Source: an optimization exercise on an open RTL-to-GDS flow (aim: small area, a short achievable clock period and few clock cycles). Production flows keep margins and buffers that such runs may drop. The RTL was checked by simulation tests, not by an equivalence proof against the original design.

==> inputs of branch umber <==
Design bie_rows, start of the top module:
module bie_rows (
    input  wire        clk,
    input  wire        rst_n,        
    input  wire        bus_valid,
    input  wire        bus_write,
    input  wire [1:0]  bus_size,     
    input  wire [15:0] bus_addr,
    input  wire [31:0] bus_wdata,
    output reg         bus_rvalid,
    output reg  [31:0] bus_rdata,
    output reg         bus_err,
    output wire        irq
);
clock: 10.0 ns
lec_check: 0
cap_margin: 40
core_margin: 2
core_utilization: 40
cts_cluster_diameter: 80
cts_cluster_size: 24
slew_margin: 40
standard.sh (not shown) runs the stock make flow with config.mk's settings and CLKGATE_MAP_FILE= SYNTH_SCRIPT=/design/flow/synth_recipe.tcl, a recipe that flattens the netlist after the stock synthesis.
==> flow/flow/run.sh <==
#!/bin/bash
# Layout flow: the standard layout (standard.sh) with its synthesis unchanged, and
#  - port buffers of the plain buffer family (buf_4) instead of the default delay buffer;
#  - timing repair during placement and clock-tree synthesis aimed at a setup slack of 6 ns
#    (the standard settings stop at 5 ns), and at 5.75 ns after global routing, where a
#    tighter target only adds buffers.
# Each step's full output goes to a log file here (ORFS also keeps per-step logs in orfs/logs).
set -euo pipefail
ports="BUFFER_PORTS_ARGS=-buffer_cell sky130_fd_sc_hd__buf_4"
bash standard.sh synth > flow_synth.log 2>&1
bash standard.sh "$ports" SETUP_SLACK_MARGIN=6 cts > flow_place_cts.log 2>&1
bash standard.sh "$ports" SETUP_SLACK_MARGIN=5.75 finish > flow_route_finish.log 2>&1
==> branch quartz: changes against branch umber <==
--- a/flow/design.v
+++ b/flow/design.v
@@ -85,10 +85,11 @@
     wire [2:0] w_op = bus_wdata[2:0];
     reg        e_first;              
     reg        e_imm;                
     reg [2:0]  e_icode;              
     reg        e_iwres, e_iones, e_isent, e_ir1;
+    reg [7:0]  e_ir0;
     reg [2:0]  e_ra;                 
     reg        e_rav;                
     reg [2:0]  e_jc;                 
     reg        e_jcv;
     reg [2:0]  e_jr;                 
@@ -105,10 +106,12 @@
     reg [1:0]  e_nxc;                
     reg [7:0]  e_cl;                 
     reg [7:0]  e_fx;                 
     reg [4:0]  e_fpa;                
     reg [4:0]  e_eb;                 
+    reg [3:0]  e_nf;                 
+    reg [4:0]  e_nb;                 
     reg        s_v, s_end, s_last;   
     reg [4*K-1:0] s_part;            
     reg [K-1:0] s_rok;               
     reg        s_mis;                
     reg [7:0]  s_p;
@@ -293,12 +296,11 @@
         f_r0 = 8'd0; f_r1 = 4'd0;
         row_we = 1'b0; buf_we = 1'b0; buf_wd = 8'd0;
         if (busy) begin
             if (e_first && e_imm) begin
                 fin = 1'b1; f_err = (e_icode != 3'd0); f_code = e_icode; f_wres = e_iwres;
-                f_ones = e_iones; f_sent = e_isent; f_r0 = (opc == 3'd1) ? len_a0 : (opc == 3'd3 || opc == 3'd4) ? {5'd0, e_i} :
-                       (opc == 3'd6) ? 8'd1 : 8'd0; f_r1 = {3'd0, e_ir1};
+                f_ones = e_iones; f_sent = e_isent; f_r0 = e_ir0; f_r1 = {3'd0, e_ir1};
             end else begin
                 case (opc)
                     3'd1: begin                                          
                         f_wres = 1'b1;
                         if (s_v && s_end) begin
@@ -308,11 +310,11 @@
                                 fin = 1'b1; f_r0 = len_a0; f_sent = 1'b1;
                             end
                         end
                     end
                     3'd2: begin                                          
-                        f_r0 = {2'd0, c8_a3};
+                        f_r0 = {3'd0, e_nb};
                         f_wres = 1'b1;
                         if (u_v) begin
                             buf_we = 1'b1;
                             buf_wd = u_byte;
                             fin = u_last;
@@ -344,11 +346,11 @@
                         end
                     end
                     3'd5: begin                                          
                         f_wres = 1'b1;
                         row_we = e_jcv;
-                        fin = e_jcv && (e_cnt == 4'd0);
+                        fin = e_jcv && ({1'b0, e_jc} == num_rows - 4'd1);
                     end
                     3'd6: begin                                          
                         f_wres = 1'b1;
                         f_r0 = {4'd0, cnt1};
                         fin = e_jrv && (!eq_r || !cr_qn);
@@ -358,11 +360,11 @@
                         if (u_v) begin
                             if (u_ok) begin
                                 buf_we = 1'b1;
                                 buf_wd = u_byte;
                                 if (u_last) begin
-                                    fin = 1'b1; f_r0 = {4'd0, nframes}; f_r1 = nframes;
+                                    fin = 1'b1; f_r0 = {4'd0, e_nf}; f_r1 = e_nf;
                                 end
                             end else begin
                                 fin = 1'b1; f_ones = 1'b1; f_r1 = e_cnt; f_sent = 1'b1;
                             end
                         end
@@ -463,13 +465,14 @@
     wire       q_pf_ok  = (q_i0 == arg0[2:0]);                            
     wire [2:0] a0_1     = arg0[2:0] + 3'd1;
     wire       a0_1q    = (arg0[2:0] != 3'd7) && q_rep[a0_1];
     reg        i_imm, i_wres, i_ones, i_sent, i_r1;
     reg [2:0]  i_code;
+    reg [7:0]  i_r0;
     always @(*) begin
         i_imm = 1'b1; i_wres = 1'b0; i_ones = 1'b0; i_sent = 1'b0; i_r1 = 1'b0;
-        i_code = 3'd0;
+        i_code = 3'd0; i_r0 = 8'd0;
         if (!w_legal)
             i_code = E_ILLEGAL;
         else begin
             case (w_op)
                 3'd0: ;
@@ -477,11 +480,11 @@
                     if (row_bad)             i_code = E_BADROW;
                     else if (arg3 == 32'd0)  i_code = E_BADLEN;
                     else if (s_gt_len)       i_code = E_BITRANGE;
                     else if (bufr_c8)        i_code = E_BUFRANGE;
                     else if (sn_gt_len) begin
-                        i_wres = 1'b1; i_sent = 1'b1;
+                        i_wres = 1'b1; i_r0 = len_a0; i_sent = 1'b1;
                     end else
                         i_imm = 1'b0;
                 end
                 3'd2: begin
                     if (row_bad)             i_code = E_BADROW;
@@ -493,11 +496,11 @@
                 3'd3, 3'd4: begin
                     i_wres = 1'b1;
                     if (q_sel == 8'd0 || (q_U0 == 8'd0 && !k_le1)) begin
                         i_ones = 1'b1; i_sent = 1'b1;
                     end else if (q_U0 == 8'd0) begin
-                        i_r1 = 1'b1;
+                        i_r0 = {5'd0, q_i0}; i_r1 = 1'b1;
                     end else
                         i_imm = 1'b0;
                 end
                 3'd5: begin
                     i_wres = 1'b1;
@@ -505,11 +508,11 @@
                 end
                 3'd6: begin
                     if (row_bad)             i_code = E_BADROW;
                     else if (s_gt_len)       i_code = E_BITRANGE;
                     else if (!a0_1q) begin
-                        i_wres = 1'b1;
+                        i_wres = 1'b1; i_r0 = 8'd1;
                     end else
                         i_imm = 1'b0;
                 end
                 default: begin
                     if (row_bad)             i_code = E_BADROW;
@@ -547,16 +550,16 @@
             res1_v     <= 4'd0;
             num_rows   <= 4'd0;
             lenv       <= 64'd0;
             syncv      <= 128'd0;
             e_first <= 1'b0; e_imm <= 1'b0; e_icode <= 3'd0; e_iwres <= 1'b0; e_iones <= 1'b0;
-            e_isent <= 1'b0; e_ir1 <= 1'b0;
+            e_isent <= 1'b0; e_ir1 <= 1'b0; e_ir0 <= 8'd0;
             e_ra <= 3'd0; e_rav <= 1'b0; e_jc <= 3'd0; e_jcv <= 1'b0; e_jr <= 3'd0; e_jrv <= 1'b0;
             e_i <= 3'd0; e_load <= 1'b0;
             e_lo <= 8'd0; e_hi <= 8'd0; e_U <= 8'd0; e_cnt <= 4'd0; e_p <= 8'd0; e_rem <= 8'd0;
             e_slow <= 1'b0; e_c <= 2'd0; e_nclast <= 2'd0; e_nxc <= 2'd0;
-            e_cl <= 8'd0; e_fx <= 8'd0; e_fpa <= 5'd0; e_eb <= 5'd0;
+            e_cl <= 8'd0; e_fx <= 8'd0; e_fpa <= 5'd0; e_eb <= 5'd0; e_nf <= 4'd0; e_nb <= 5'd0;
             s_v <= 1'b0; s_end <= 1'b0; s_last <= 1'b0; s_part <= {4*K{1'b0}}; s_rok <= {K{1'b0}};
             s_mis <= 1'b0; s_p <= 8'd0;
             u_v <= 1'b0; u_ok <= 1'b0; u_last <= 1'b0; u_byte <= 8'd0; e_uf <= 4'd0; e_npc <= 4'd0; e_hchk <= 1'b0;
         end else begin
             if (wr_ctrl)
@@ -603,10 +606,11 @@
                 e_imm    <= i_imm;
                 e_icode  <= i_code;
                 e_iwres  <= i_wres;
                 e_iones  <= i_ones;
                 e_isent  <= i_sent;
+                e_ir0    <= i_r0;
                 e_ir1    <= i_r1;
                 e_cnt    <= 4'd1;
                 e_lo     <= 8'd0;
                 e_hi     <= len_a0;
                 e_ra     <= arg0[2:0];
@@ -624,10 +628,12 @@
                 e_slow   <= s_slow;
                 e_nclast <= s_nclast;
                 e_nxc    <= 2'd1;
                 e_fpa    <= s_slow ? arg2[4:0] + 5'd4 : arg2[4:0];
                 e_eb     <= arg2[4:0];
+                e_nf     <= nframes;
+                e_nb     <= c8_a3[4:0];
                 e_fx     <= arg1[7:0];
                 s_v      <= 1'b0;
                 s_mis    <= 1'b0;
                 u_v      <= 1'b0;
                 e_uf     <= 4'd0;
@@ -644,20 +650,16 @@
                             e_U    <= q_sel;
                             e_load <= 1'b1;
                         end
                     end
                     3'd5: begin
-                        if ({1'b0, arg0[2:0]} < num_rows) begin
-                            e_jc  <= arg0[2:0];
+                        if (arg0[2:0] == 3'd0) begin
                             e_jcv <= 1'b1;
-                            e_ra  <= ({1'b0, a0_1} == num_rows) ? 3'd0 : a0_1;
-                            e_hi  <= len_a0;
-                            e_cnt <= num_rows - 4'd1;
-                        end else begin
+                            e_ra  <= 3'd1;
+                            e_hi  <= lenv[7:0];
+                        end else
                             e_ra  <= 3'd0;
-                            e_cnt <= num_rows;
-                        end
                     end
                     3'd6: begin
                         e_lo  <= arg1[7:0];
                         e_ra  <= a0_1;
                         e_rav <= 1'b1;
@@ -765,13 +767,12 @@
                         end
                     end
                     3'd5: begin
                         e_jc  <= e_ra;
                         e_jcv <= 1'b1;
-                        e_ra  <= ({1'b0, e_ra1} == num_rows) ? 3'd0 : e_ra1;
-                        e_hi  <= lenv[8*e_ra +: 8];
-                        e_cnt <= e_cnt - 4'd1;
+                        e_ra  <= e_ra + 3'd1;
+                        e_hi <= lenv[8*e_ra +: 8];
                     end
                     3'd6: begin
                         e_jc  <= e_ra;
                         e_jcv <= e_rav;
                         e_ra  <= e_ra1;
@@ -783,11 +784,11 @@
                     end
                     3'd7: begin
                         u_v    <= 1'b1;
                         u_ok   <= ua_ok;
                         u_byte <= {win[1], win[2], win[3], win[4], win[5], win[6], win[7], win[8]};
-                        u_last <= (e_uf + 4'd1 == nframes);
+                        u_last <= (e_uf + 4'd1 == e_nf);
                         e_uf   <= e_uf + 4'd1;
                         e_fx   <= e_fx + 8'd10;
                         if (u_v && u_ok) begin
                             e_eb  <= e_eb + 5'd1;
                             e_cnt <= e_cnt + 4'd1;
==> flow/flow/run.sh (replaced) <==
#!/bin/bash
# Layout flow: the standard layout (standard.sh) with its synthesis unchanged, and
#  - port buffers of the plain buffer family (buf_4) instead of the default delay buffer;
#  - timing repair during placement and clock-tree synthesis aimed at a setup slack of 6 ns
#    (the standard settings stop at 5 ns), and at 5 ns after global routing, where a
#    tighter target only adds buffers.
# Each step's full output goes to a log file here (ORFS also keeps per-step logs in orfs/logs).
set -euo pipefail
ports="BUFFER_PORTS_ARGS=-buffer_cell sky130_fd_sc_hd__buf_4"
bash standard.sh synth > flow_synth.log 2>&1
bash standard.sh "$ports" SETUP_SLACK_MARGIN=6 cts > flow_place_cts.log 2>&1
bash standard.sh "$ports" SETUP_SLACK_MARGIN=5 finish > flow_route_finish.log 2>&1
==> branch fjord: changes against branch umber <==
--- a/flow/design.v
+++ b/flow/design.v
@@ -65,10 +65,11 @@
     wire is_row  = (bus_addr[15:7] == 9'h100);
     wire mapped  = is_reg || is_len || is_sync || is_buf || is_row;
     wire acc_good = acc_ok && mapped;
     wire wr       = acc_ok && bus_write;           
     wire rd       = acc_ok && !bus_write;          
+    wire rd_cyc   = bus_valid && !bus_write;        
     wire wr_ctrl   = wr && lo_page && (wi == 5'd4);
     wire wr_status = wr && lo_page && (wi == 5'd5);
     wire wr_cmd    = wr && lo_page && (wi == 5'd6);
     wire wr_arg    = wr && lo_page && (wi >= 5'd8) && (wi <= 5'd12);
     wire wr_nrows  = wr && lo_page && (wi == 5'd18);
@@ -85,10 +86,11 @@
     wire [2:0] w_op = bus_wdata[2:0];
     reg        e_first;              
     reg        e_imm;                
     reg [2:0]  e_icode;              
     reg        e_iwres, e_iones, e_isent, e_ir1;
+    reg [7:0]  e_ir0;
     reg [2:0]  e_ra;                 
     reg        e_rav;                
     reg [2:0]  e_jc;                 
     reg        e_jcv;
     reg [2:0]  e_jr;                 
@@ -105,10 +107,12 @@
     reg [1:0]  e_nxc;                
     reg [7:0]  e_cl;                 
     reg [7:0]  e_fx;                 
     reg [4:0]  e_fpa;                
     reg [4:0]  e_eb;                 
+    reg [3:0]  e_nf;                 
+    reg [4:0]  e_nb;                 
     reg        s_v, s_end, s_last;   
     reg [4*K-1:0] s_part;            
     reg [K-1:0] s_rok;               
     reg        s_mis;                
     reg [7:0]  s_p;
@@ -156,30 +160,23 @@
             popc8 = 4'd0;
             for (n = 0; n < 8; n = n + 1)
                 popc8 = popc8 + {3'd0, v[n]};
         end
     endfunction
-    wire [7:0]  rsel_eng = busy ? (8'd1 << e_ra) : (8'd1 << arg0[2:0]);
-    wire [7:0]  rsel_bus = 8'd1 << bus_addr[6:4];
-    wire [3:0]  wsel_bus = 4'd1 << bus_addr[3:2];
-    wire        use_bus  = !busy && !bus_write;
-    reg  [31:0] wsel;
-    integer ri, wj;
-    always @(*) begin
-        for (ri = 0; ri < 8; ri = ri + 1)
-            for (wj = 0; wj < 4; wj = wj + 1)
-                wsel[4*ri + wj] = use_bus ? (rsel_bus[ri] && wsel_bus[wj]) : rsel_eng[ri];
-    end
+    wire [7:0] psel_pf  = 8'd1 << arg0[2:0];
+    wire [7:0] psel_bus = 8'd1 << bus_addr[6:4];
+    wire [7:0] psel_eng = 8'd1 << e_ra;
+    wire [7:0] psel     = busy ? psel_eng : (rd_cyc ? psel_bus : psel_pf);
     reg [127:0] port_a;
+    integer ri;
     always @(*) begin
         port_a = 128'd0;
         for (ri = 0; ri < 8; ri = ri + 1)
-            for (wj = 0; wj < 4; wj = wj + 1)
-                port_a[32*wj +: 32] = port_a[32*wj +: 32] | (rmem[128*ri + 32*wj +: 32] & {32{wsel[4*ri + wj]}});
+            port_a = port_a | (rmem[128*ri +: 128] & {128{psel[ri]}});
     end
     wire [4:0] pfa    = busy ? e_fpa : arg2[4:0];
-    wire [2:0] bw_sel = (busy || bus_write) ? pfa[4:2] : bus_addr[4:2];
+    wire [2:0] bw_sel = (!busy && rd_cyc) ? bus_addr[4:2] : pfa[4:2];
     wire [2:0] bw1    = pfa[4:2] + 3'd1;
     reg [31:0] bword0, bword1;
     integer bi;
     always @(*) begin
         bword0 = 32'd0;
@@ -293,12 +290,11 @@
         f_r0 = 8'd0; f_r1 = 4'd0;
         row_we = 1'b0; buf_we = 1'b0; buf_wd = 8'd0;
         if (busy) begin
             if (e_first && e_imm) begin
                 fin = 1'b1; f_err = (e_icode != 3'd0); f_code = e_icode; f_wres = e_iwres;
-                f_ones = e_iones; f_sent = e_isent; f_r0 = (opc == 3'd1) ? len_a0 : (opc == 3'd3 || opc == 3'd4) ? {5'd0, e_i} :
-                       (opc == 3'd6) ? 8'd1 : 8'd0; f_r1 = {3'd0, e_ir1};
+                f_ones = e_iones; f_sent = e_isent; f_r0 = e_ir0; f_r1 = {3'd0, e_ir1};
             end else begin
                 case (opc)
                     3'd1: begin                                          
                         f_wres = 1'b1;
                         if (s_v && s_end) begin
@@ -308,11 +304,11 @@
                                 fin = 1'b1; f_r0 = len_a0; f_sent = 1'b1;
                             end
                         end
                     end
                     3'd2: begin                                          
-                        f_r0 = {2'd0, c8_a3};
+                        f_r0 = {3'd0, e_nb};
                         f_wres = 1'b1;
                         if (u_v) begin
                             buf_we = 1'b1;
                             buf_wd = u_byte;
                             fin = u_last;
@@ -344,11 +340,11 @@
                         end
                     end
                     3'd5: begin                                          
                         f_wres = 1'b1;
                         row_we = e_jcv;
-                        fin = e_jcv && (e_cnt == 4'd0);
+                        fin = e_jcv && ({1'b0, e_jc} == num_rows - 4'd1);
                     end
                     3'd6: begin                                          
                         f_wres = 1'b1;
                         f_r0 = {4'd0, cnt1};
                         fin = e_jrv && (!eq_r || !cr_qn);
@@ -358,11 +354,11 @@
                         if (u_v) begin
                             if (u_ok) begin
                                 buf_we = 1'b1;
                                 buf_wd = u_byte;
                                 if (u_last) begin
-                                    fin = 1'b1; f_r0 = {4'd0, nframes}; f_r1 = nframes;
+                                    fin = 1'b1; f_r0 = {4'd0, e_nf}; f_r1 = e_nf;
                                 end
                             end else begin
                                 fin = 1'b1; f_ones = 1'b1; f_r1 = e_cnt; f_sent = 1'b1;
                             end
                         end
@@ -390,11 +386,11 @@
     always @(posedge clk)
         irq_r <= (!rst_n || soft_rst) ? 1'b0 : (nx_done && nx_ie);
     wire [31:0] status_word = {16'h0, 5'd0, vis_code, 2'b00, vis_done & ctrl_ie, st_werr, vis_sent,
                                vis_err, vis_done, vis_busy};
     reg [31:0] rdata_mux;
-    wire [31:0] row_word = port_a[31:0] | port_a[63:32] | port_a[95:64] | port_a[127:96];
+    wire [31:0] row_word = port_a[32*bus_addr[3:2] +: 32];
     always @(*) begin
         rdata_mux = 32'h0;
         if (lo_page) begin
             case (wi)
                 5'd0:  rdata_mux = 32'h42490100;
@@ -430,11 +426,10 @@
             bus_err    <= bus_valid && !acc_good;
             bus_rdata  <= rd ? rdata_mux : 32'h0;
         end
     end
     wire [127:0] row_wd = busy ? inv_data : {4{brev32(bus_wdata)}};
-    wire         bwe_eng = busy && u_v && u_ok;        
     wire [31:0]  buf_bd = brev32(bus_wdata);
     genvar gr, gw, gb;
     generate
         for (gr = 0; gr < 8; gr = gr + 1) begin : g_row
             for (gw = 0; gw < 4; gw = gw + 1) begin : g_word
@@ -443,11 +438,11 @@
                 always @(posedge clk)
                     if (we) rmem[128*gr + 32*gw +: 32] <= row_wd[32*gw +: 32];
             end
         end
         for (gb = 0; gb < 32; gb = gb + 1) begin : g_buf
-            wire we = (!busy && wr_buf && bus_addr[4:2] == gb / 4) || (bwe_eng && e_eb == gb);
+            wire we = (!busy && wr_buf && bus_addr[4:2] == gb / 4) || (buf_we && e_eb == gb);
             wire [7:0] d = busy ? buf_wd : buf_bd[8*(gb % 4) +: 8];
             always @(posedge clk)
                 if (we) bmem[8*gb +: 8] <= d;
         end
     endgenerate
@@ -463,13 +458,14 @@
     wire       q_pf_ok  = (q_i0 == arg0[2:0]);                            
     wire [2:0] a0_1     = arg0[2:0] + 3'd1;
     wire       a0_1q    = (arg0[2:0] != 3'd7) && q_rep[a0_1];
     reg        i_imm, i_wres, i_ones, i_sent, i_r1;
     reg [2:0]  i_code;
+    reg [7:0]  i_r0;
     always @(*) begin
         i_imm = 1'b1; i_wres = 1'b0; i_ones = 1'b0; i_sent = 1'b0; i_r1 = 1'b0;
-        i_code = 3'd0;
+        i_code = 3'd0; i_r0 = 8'd0;
         if (!w_legal)
             i_code = E_ILLEGAL;
         else begin
             case (w_op)
                 3'd0: ;
@@ -477,11 +473,11 @@
                     if (row_bad)             i_code = E_BADROW;
                     else if (arg3 == 32'd0)  i_code = E_BADLEN;
                     else if (s_gt_len)       i_code = E_BITRANGE;
                     else if (bufr_c8)        i_code = E_BUFRANGE;
                     else if (sn_gt_len) begin
-                        i_wres = 1'b1; i_sent = 1'b1;
+                        i_wres = 1'b1; i_r0 = len_a0; i_sent = 1'b1;
                     end else
                         i_imm = 1'b0;
                 end
                 3'd2: begin
                     if (row_bad)             i_code = E_BADROW;
@@ -493,11 +489,11 @@
                 3'd3, 3'd4: begin
                     i_wres = 1'b1;
                     if (q_sel == 8'd0 || (q_U0 == 8'd0 && !k_le1)) begin
                         i_ones = 1'b1; i_sent = 1'b1;
                     end else if (q_U0 == 8'd0) begin
-                        i_r1 = 1'b1;
+                        i_r0 = {5'd0, q_i0}; i_r1 = 1'b1;
                     end else
                         i_imm = 1'b0;
                 end
                 3'd5: begin
                     i_wres = 1'b1;
@@ -505,11 +501,11 @@
                 end
                 3'd6: begin
                     if (row_bad)             i_code = E_BADROW;
                     else if (s_gt_len)       i_code = E_BITRANGE;
                     else if (!a0_1q) begin
-                        i_wres = 1'b1;
+                        i_wres = 1'b1; i_r0 = 8'd1;
                     end else
                         i_imm = 1'b0;
                 end
                 default: begin
                     if (row_bad)             i_code = E_BADROW;
@@ -547,16 +543,16 @@
             res1_v     <= 4'd0;
             num_rows   <= 4'd0;
             lenv       <= 64'd0;
             syncv      <= 128'd0;
             e_first <= 1'b0; e_imm <= 1'b0; e_icode <= 3'd0; e_iwres <= 1'b0; e_iones <= 1'b0;
-            e_isent <= 1'b0; e_ir1 <= 1'b0;
+            e_isent <= 1'b0; e_ir1 <= 1'b0; e_ir0 <= 8'd0;
             e_ra <= 3'd0; e_rav <= 1'b0; e_jc <= 3'd0; e_jcv <= 1'b0; e_jr <= 3'd0; e_jrv <= 1'b0;
             e_i <= 3'd0; e_load <= 1'b0;
             e_lo <= 8'd0; e_hi <= 8'd0; e_U <= 8'd0; e_cnt <= 4'd0; e_p <= 8'd0; e_rem <= 8'd0;
             e_slow <= 1'b0; e_c <= 2'd0; e_nclast <= 2'd0; e_nxc <= 2'd0;
-            e_cl <= 8'd0; e_fx <= 8'd0; e_fpa <= 5'd0; e_eb <= 5'd0;
+            e_cl <= 8'd0; e_fx <= 8'd0; e_fpa <= 5'd0; e_eb <= 5'd0; e_nf <= 4'd0; e_nb <= 5'd0;
             s_v <= 1'b0; s_end <= 1'b0; s_last <= 1'b0; s_part <= {4*K{1'b0}}; s_rok <= {K{1'b0}};
             s_mis <= 1'b0; s_p <= 8'd0;
             u_v <= 1'b0; u_ok <= 1'b0; u_last <= 1'b0; u_byte <= 8'd0; e_uf <= 4'd0; e_npc <= 4'd0; e_hchk <= 1'b0;
         end else begin
             if (wr_ctrl)
@@ -603,10 +599,11 @@
                 e_imm    <= i_imm;
                 e_icode  <= i_code;
                 e_iwres  <= i_wres;
                 e_iones  <= i_ones;
                 e_isent  <= i_sent;
+                e_ir0    <= i_r0;
                 e_ir1    <= i_r1;
                 e_cnt    <= 4'd1;
                 e_lo     <= 8'd0;
                 e_hi     <= len_a0;
                 e_ra     <= arg0[2:0];
@@ -624,10 +621,12 @@
                 e_slow   <= s_slow;
                 e_nclast <= s_nclast;
                 e_nxc    <= 2'd1;
                 e_fpa    <= s_slow ? arg2[4:0] + 5'd4 : arg2[4:0];
                 e_eb     <= arg2[4:0];
+                e_nf     <= nframes;
+                e_nb     <= c8_a3[4:0];
                 e_fx     <= arg1[7:0];
                 s_v      <= 1'b0;
                 s_mis    <= 1'b0;
                 u_v      <= 1'b0;
                 e_uf     <= 4'd0;
@@ -644,20 +643,16 @@
                             e_U    <= q_sel;
                             e_load <= 1'b1;
                         end
                     end
                     3'd5: begin
-                        if ({1'b0, arg0[2:0]} < num_rows) begin
-                            e_jc  <= arg0[2:0];
+                        if (arg0[2:0] == 3'd0) begin
                             e_jcv <= 1'b1;
-                            e_ra  <= ({1'b0, a0_1} == num_rows) ? 3'd0 : a0_1;
-                            e_hi  <= len_a0;
-                            e_cnt <= num_rows - 4'd1;
-                        end else begin
+                            e_ra  <= 3'd1;
+                            e_hi  <= lenv[7:0];
+                        end else
                             e_ra  <= 3'd0;
-                            e_cnt <= num_rows;
-                        end
                     end
                     3'd6: begin
                         e_lo  <= arg1[7:0];
                         e_ra  <= a0_1;
                         e_rav <= 1'b1;
@@ -721,11 +716,10 @@
                             end
                         end
                     end
                     3'd2: begin
                         u_v    <= 1'b1;
-                        u_ok   <= 1'b1;
                         u_byte <= win[7:0] & pmask[7:0];
                         u_last <= (e_cl <= 8'd8);
                         e_cl   <= e_cl - 8'd8;
                         e_fx   <= e_fx + 8'd8;
                         if (u_v)
@@ -765,13 +759,12 @@
                         end
                     end
                     3'd5: begin
                         e_jc  <= e_ra;
                         e_jcv <= 1'b1;
-                        e_ra  <= ({1'b0, e_ra1} == num_rows) ? 3'd0 : e_ra1;
-                        e_hi  <= lenv[8*e_ra +: 8];
-                        e_cnt <= e_cnt - 4'd1;
+                        e_ra  <= e_ra + 3'd1;
+                        e_hi <= lenv[8*e_ra +: 8];
                     end
                     3'd6: begin
                         e_jc  <= e_ra;
                         e_jcv <= e_rav;
                         e_ra  <= e_ra1;
@@ -783,11 +776,11 @@
                     end
                     3'd7: begin
                         u_v    <= 1'b1;
                         u_ok   <= ua_ok;
                         u_byte <= {win[1], win[2], win[3], win[4], win[5], win[6], win[7], win[8]};
-                        u_last <= (e_uf + 4'd1 == nframes);
+                        u_last <= (e_uf + 4'd1 == e_nf);
                         e_uf   <= e_uf + 4'd1;
                         e_fx   <= e_fx + 8'd10;
                         if (u_v && u_ok) begin
                             e_eb  <= e_eb + 5'd1;
                             e_cnt <= e_cnt + 4'd1;
==> flow/flow/run.sh (replaced) <==
#!/bin/bash
# Layout flow: the standard layout (standard.sh), unchanged synthesis, with the timing
# repair after placement and clock-tree synthesis aimed at a setup slack of 6 ns (the
# standard settings stop at 5 ns). Each step's full output goes to a log file here.
set -euo pipefail
bash standard.sh synth > flow_synth.log 2>&1
bash standard.sh SETUP_SLACK_MARGIN=6 finish > flow_layout.log 2>&1
--- a/flow/config.mk
+++ b/flow/config.mk
@@ -6,8 +6,6 @@
 export NUM_CORES = 8
 export LEC_CHECK = 0
 export CAP_MARGIN = 40
 export CORE_MARGIN = 2
 export CORE_UTILIZATION = 40
-export CTS_CLUSTER_DIAMETER = 80
-export CTS_CLUSTER_SIZE = 24
 export SLEW_MARGIN = 40
==> results.json <==
{
  "fin_crit_ns": 4.42,
  "pg_seq_mw": 9.90,
  "max_freq_mhz": 226,
  "crit_path_max_fanout": 25,
  "cp_slowest_stage_delay_ns": 0.58,
  "worst-path-stages": 14,
  "fp.dieW_um": 525,
  "syn_area_mm2": 0.109,
  "cts_buffers": 235,
  "startpoint_type": "input pin",
  "cts_num_sinks": 2203,
  "die_area_mm2": 0.276,
  "status": "no timing/DRC/antenna violations"
}
-- figures above: branch fjord

==> results.json <==
{
  "die_area_mm2": 0.274,
  "reg_top3": "rmem x1024, bmem x256",
  "status": "no timing/DRC/antenna violations",
  "vdd_drop_max_v": 0.000182,
  "cts_buffers": 135,
  "crit_path_max_fanout": 15,
  "cp_slowest_stage_delay_ns": 0.62,
  "worst-path-stages": 10,
  "startpoint_type": "flop",
  "pg_seq_mw": 9.91,
  "syn_area_mm2": 0.108,
  "synthAdderAreaFrac_pct": 2.76,
  "fin_crit_ns": 4.33,
  "fp.dieW_um": 523,
  "post-place-ws_ns": 3.88
}
-- figures above: branch umber

==> results.json <==
{
  "fp.dieW_um": 523,
  "crit_path_max_fanout": 8,
  "max_freq_mhz": 225,
  "pg_seq_mw": 9.98,
  "status": "no timing/DRC/antenna violations",
  "cp_slowest_stage_delay_ns": 0.76,
  "fin_crit_ns": 4.45,
  "die_area_mm2": 0.273,
  "cts_buffers": 137
}
-- figures above: branch quartz

Testbench counts of branch umber, summed over its fixed seeds: cycles 7,038.
Testbench counts of branch quartz, summed over its fixed seeds: cycles 7,048.
Testbench counts of branch fjord, summed over its fixed seeds: cycles 7,048.

[afterwards: timing with drivers on the ports]
Ports are ideal in the flow. The routed layouts listed here were re-timed in OpenROAD. Step 1 (the two cells are an assumption about what drives the block):
set clk [get_ports {clk}]
set_driving_cell -lib_cell sky130_fd_sc_hd__clkbuf_16 $clk
set_driving_cell -lib_cell sky130_fd_sc_hd__buf_2 [delete_from_list [all_inputs] $clk]
Step 2 moves the port delays by t, midway between the first and last clock arrival at a register: inputs arrive t later, outputs are due t later. That takes back most of the time a late clock gives input paths. Slacks: ideal / step 1 / step 2; pairs: ideal / step 1.
run | t, ns | slack for setup (ns) | cell pins on the clock port's net
branch umber | 0.949 | 5.669 / 5.656 / 4.707 | 1
branch quartz | 0.931 | 5.550 / 5.540 / 4.609 | 1
branch fjord | 1.024 | 5.578 / 5.564 / 4.539 | 1
After both steps setup and hold are still met in every run listed. The setup slack of branch fjord, which loses most, moves by -0.014 ns with the drivers and by -1.039 ns with both steps.
